Source: an optimization exercise on an open RTL-to-GDS flow (aim: small area, a short achievable clock period and few clock cycles). Production flows keep margins and buffers that such runs may drop.
The RTL was checked by simulation tests, not by an equivalence proof against the original design.
No activity file was given, so power comes from the tool's default toggle rates.

Design lxe, start of the top module:
module lxe (
    input  wire        clk,
    input  wire        rst,         
    input  wire        bus_valid,
    input  wire        bus_write,
    input  wire [5:0]  bus_addr,
    input  wire [31:0] bus_wdata,
    output wire        bus_ready,
    output reg         bus_rvalid,
    output reg  [31:0] bus_rdata
);
For scale: ~3500 cells after synthesis.
==> flow/config.mk <==
export PLATFORM = sky130hd
export DESIGN_NAME = lxe
export DESIGN_NICKNAME = lxe
export VERILOG_FILES = /design/flow/design.v
export SDC_FILE = /design/flow/constraint.sdc
export NUM_CORES = 4
export LEC_CHECK = 0
export CAP_MARGIN = 20
export CORE_MARGIN = 2
export CORE_UTILIZATION = 40
export PLACE_DENSITY = 0.6
export SLEW_MARGIN = 20
export TNS_END_PERCENT = 5
==> flow/constraint.sdc <==
create_clock -name core_clock -period 12.0 [get_ports {clk}]
set_input_delay 2.4000 -clock core_clock [delete_from_list [all_inputs] [get_ports {clk}]]
set_output_delay 2.4000 -clock core_clock [all_outputs]
set_load 0.01 [all_outputs]
standard.sh (not shown) runs the stock make flow with config.mk's settings and CLKGATE_MAP_FILE= SYNTH_SCRIPT=/design/flow/synth_recipe.tcl, a recipe that flattens the netlist after the stock synthesis.
==> flow/flow/run.sh <==
#!/bin/bash
# Standard synthesis and layout, with two changes: the port buffers are
# buf_4 cells, and repair_timing aims at a setup margin of 7.5 ns, so that it
# also works on paths that already meet the 12 ns clock.
set -euo pipefail
bash standard.sh synth > synth.log 2>&1
bash standard.sh SETUP_SLACK_MARGIN=7.5 "BUFFER_PORTS_ARGS=-buffer_cell sky130_fd_sc_hd__buf_4" finish > layout.log 2>&1
Testbench counts at the start, summed over its fixed seeds: cycles 51,068.
Edit:
CTS_BUF_LIST = sky130_fd_sc_hd__clkbuf_16   (was not set)
CTS_CLUSTER_DIAMETER = 80   (was not set)
CTS_CLUSTER_SIZE = 25   (was not set)
TNS_END_PERCENT = not set   (was 5)
=> The changed run produced a clean layout. Die area stays the same. Clock skew came out higher by 0.011 ns. Sequential share of layout area came out higher by 0.16 points. Clock power came out lower by 13%.

---

lxe, a different RTL version from the one above (not shown whole).
Size in the first run: about 460 flip-flops, about 76 I/O pins.
export LEC_CHECK = 0
export CAP_MARGIN = 20
export CORE_MARGIN = 2
export CORE_UTILIZATION = 40
export CTS_BUF_LIST = sky130_fd_sc_hd__clkbuf_16
export CTS_CLUSTER_DIAMETER = 80
export CTS_CLUSTER_SIZE = 25
export PLACE_DENSITY = 0.6
export SLEW_MARGIN = 20
create_clock -name core_clock -period 12.0 [get_ports {clk}]
==> flow/flow/run.sh <==
#!/bin/bash
# Standard synthesis and layout, with two changes: the port buffers are
# buf_2 cells, and repair_timing aims at a setup margin of 7.5 ns, so that it
# also works on paths that already meet the 12 ns clock.
set -euo pipefail
bash standard.sh synth > synth.log 2>&1
bash standard.sh SETUP_SLACK_MARGIN=7.5 "BUFFER_PORTS_ARGS=-buffer_cell sky130_fd_sc_hd__buf_2" finish > layout.log 2>&1
Testbench counts at the start, summed over its fixed seeds: cycles 50,476.
Rerun with:
==> flow/flow/run.sh (replaced) <==
#!/bin/bash
# Standard synthesis and layout, with two changes: the port buffers are
# buf_4 cells, and repair_timing aims at a setup margin of 7.5 ns, so that it
# also works on paths that already meet the 12 ns clock.
set -euo pipefail
bash standard.sh synth > synth.log 2>&1
bash standard.sh SETUP_SLACK_MARGIN=7.5 "BUFFER_PORTS_ARGS=-buffer_cell sky130_fd_sc_hd__buf_1" finish > layout.log 2>&1
CTS_BUF_LIST = default   (was sky130_fd_sc_hd__clkbuf_16)
CTS_CLUSTER_DIAMETER = default   (was 80)
CTS_CLUSTER_SIZE = default   (was 25)
Cell count climbs by about 0.8%.
Area after synthesis is unchanged.
Non-clock buffer count goes down by 1.
Core utilization rose by 0.60 points.
Sequential power is about the same.
Worst hold slack barely changes.
Power increases by about 11%.

---

## v59
Starting RTL as in the previous note.
// lxe
module lxe (
    input  wire        clk,
    input  wire        rst,         
    input  wire        bus_valid,
    input  wire        bus_write,
    input  wire [5:0]  bus_addr,
    input  wire [31:0] bus_wdata,
    output wire        bus_ready,
    output reg         bus_rvalid,
    output reg  [31:0] bus_rdata
);
==> flow/config.mk <==
export PLATFORM = sky130hd
export DESIGN_NAME = lxe
export DESIGN_NICKNAME = lxe
export VERILOG_FILES = /design/flow/design.v
export SDC_FILE = /design/flow/constraint.sdc
export NUM_CORES = 4
export LEC_CHECK = 0
export CAP_MARGIN = 20
export CORE_MARGIN = 2
export CORE_UTILIZATION = 40
export PLACE_DENSITY = 0.6
export SLEW_MARGIN = 20
==> flow/constraint.sdc <==
create_clock -name core_clock -period 12.0 [get_ports {clk}]
set_input_delay 2.4000 -clock core_clock [delete_from_list [all_inputs] [get_ports {clk}]]
set_output_delay 2.4000 -clock core_clock [all_outputs]
set_load 0.01 [all_outputs]
==> flow/flow/run.sh <==
#!/bin/bash
# Standard synthesis and layout, with two changes: the port buffers are
# buf_2 cells, and repair_timing aims at a setup margin of 7.25 ns, so that it
# also works on paths that already meet the 12 ns clock.
set -euo pipefail
bash standard.sh synth > synth.log 2>&1
bash standard.sh SETUP_SLACK_MARGIN=7.25 "BUFFER_PORTS_ARGS=-buffer_cell sky130_fd_sc_hd__buf_2" finish > layout.log 2>&1
v59 completed end to end with timing, DRC and antenna clean.
Testbench counts of v59, summed over its fixed seeds: cycles 50,476.
--- input diff v59..v4 ---
Settings: CTS_BUF_LIST now sky130_fd_sc_hd__clkbuf_16, previously not set; TNS_END_PERCENT now 5, previously not set; CTS_CLUSTER_DIAMETER now 80, previously not set; CTS_CLUSTER_SIZE now 25, previously not set.
==> flow/flow/run.sh <==
#!/bin/bash
# Standard synthesis and layout, with two changes: the port buffers are
# buf_2 cells, and repair_timing aims at a setup margin of 7.75 ns, so that it
# also works on paths that already meet the 12 ns clock.
set -euo pipefail
bash standard.sh synth > synth.log 2>&1
bash standard.sh SETUP_SLACK_MARGIN=7.75 "BUFFER_PORTS_ARGS=-buffer_cell sky130_fd_sc_hd__buf_2" finish > layout.log 2>&1
## What came out
- Net switching power figure ends up higher on v59.
- Design internal power: v4 vs v59 down 550 uW
- Compared with v59, v4 shows count of clock-buffer cells in the layout that has gone down by more than half.
- On arrival time of the worst setup path, v4 and v59 are basically level.
## Diff of input files: v41 against v4
==> flow/flow/run.sh <==
#!/bin/bash
# Standard synthesis and layout, with two changes: the port buffers are
# buf_2 cells, and repair_timing aims at a setup margin of 7.5 ns, so that it
# also works on paths that already meet the 12 ns clock.
set -euo pipefail
bash standard.sh synth > synth.log 2>&1
bash standard.sh SETUP_SLACK_MARGIN=7.5 "BUFFER_PORTS_ARGS=-buffer_cell sky130_fd_sc_hd__buf_2" finish > layout.log 2>&1
==> comparison <==
Lower setup slack after layout among v4 and v41: v4
Fraction of area in registers: v41 vs v4 up 0.46 points
Final standard cell area without fillers, v4 and v41, higher one = v4.
Compared with v4, v41 shows a lower proportion of layout cells with a drive suffix above 1.
v41 consumes more power than v4 does.
v4 has lower reg-to-reg setup timing slack than v41.
v4 has a higher period utilization than v41.
Relative to v4, the final setup skew of v41 is lower by 0.019 ns.
Looking at critical path's slowest cell, the sky130_fd_sc_hd__dfxtp_4 result is from v4; the sky130_fd_sc_hd__ha_1 one comes from v41.
Modified inputs, v49 compared to v41
Settings: TNS_END_PERCENT now 0, was 5.
[summary]
Total wire length: v49 vs v41 — no meaningful difference. When the final numbers for v49 and v41 were put side by side, the number of cells on the worst reg-to-reg path turned out to be smaller in v49. For v41, the end of the critical path was rb[30]$_DFF_P_, unlike v49, where it was rb[31]$_DFF_P_. Between v41 and v49, the flow reports non-clock buffer count in the final layout decreasing slightly. Between v49 and v41, the difference in overall power of the completed layout is negligible. v49 ended up with a lower met2 layer wire length in the routed design than v41 did. On number of detailed-routing iterations run before antenna repair: between v49 and v41, it ends up lower for v41.
### v49 -> v31
Settings: removing TNS_END_PERCENT (formerly 0); removing CTS_CLUSTER_DIAMETER (formerly 80); removing CTS_CLUSTER_SIZE (formerly 25); removing CTS_BUF_LIST (formerly sky130_fd_sc_hd__clkbuf_16).
==> flow/flow/run.sh <==
#!/bin/bash
# Standard synthesis and layout, with two changes: the port buffers are
# buf_4 cells, and repair_timing aims at a setup margin of 7.5 ns, so that it
# also works on paths that already meet the 12 ns clock.
set -euo pipefail
bash standard.sh synth > synth.log 2>&1
bash standard.sh SETUP_SLACK_MARGIN=7.5 "BUFFER_PORTS_ARGS=-buffer_cell sky130_fd_sc_hd__buf_4" finish > layout.log 2>&1
Run comparison: v49 cell with the largest stage delay on the worst path sky130_fd_sc_hd__dfxtp_1; v31 cell with the largest stage delay on the worst path sky130_fd_sc_hd__or3_4. v31 vs. v49: clock share of power rose by 8.9 points; share of the clock period used by the worst path after layout -0.89 points; final design area excluding fillers climbed about 5%. [compare] base=v49 new=v31: sequential share of layout area went down by 1.6 points, wire length of the first global-routing pass now sits higher. v31 ended up with rb[0]$_DFF_P_ as its launching instance or port of the critical path; v49 ended up with rb[15]$_DFF_P_.

-- re-timing with driven ports --
In the flow no input, the clock included, has a driving cell. The finished layouts below were timed again as built, in two steps.
Step 1 (the two cells are an assumption about what drives the block):
set clk [get_ports {clk}]
set_driving_cell -lib_cell sky130_fd_sc_hd__clkbuf_16 $clk
set_driving_cell -lib_cell sky130_fd_sc_hd__buf_2 [delete_from_list [all_inputs] $clk]
Step 2 adds t to the input delays and takes it off the output delays; t is the mean of the earliest and latest rising clock arrival at the registers after step 1. Input paths then give back, and output paths get back, about the clock's delay inside the block.
a / b / c = ideal / step 1 / step 2; a / b = the first two.
run	t (ns)	slack for setup (ns)	pins driven straight from the clock port
the first run of note 1	0.684	7.388 / 7.388 / 7.388	1
the second run of note 1	0.670	7.345 / 7.345 / 7.345	1
the first run of note 2	0.664	7.324 / 7.324 / 7.324	1
the second run of note 2	0.685	7.320 / 7.320 / 7.320	1
v59	0.697	7.254 / 7.254 / 7.254	1
v4	0.708	7.251 / 7.251 / 7.251	1
v41	0.700	7.329 / 7.329 / 7.329	1
v49	0.697	7.284 / 7.284 / 7.284	1
v31	0.689	7.391 / 7.391 / 7.391	1
After both steps every run listed still meets setup and hold.
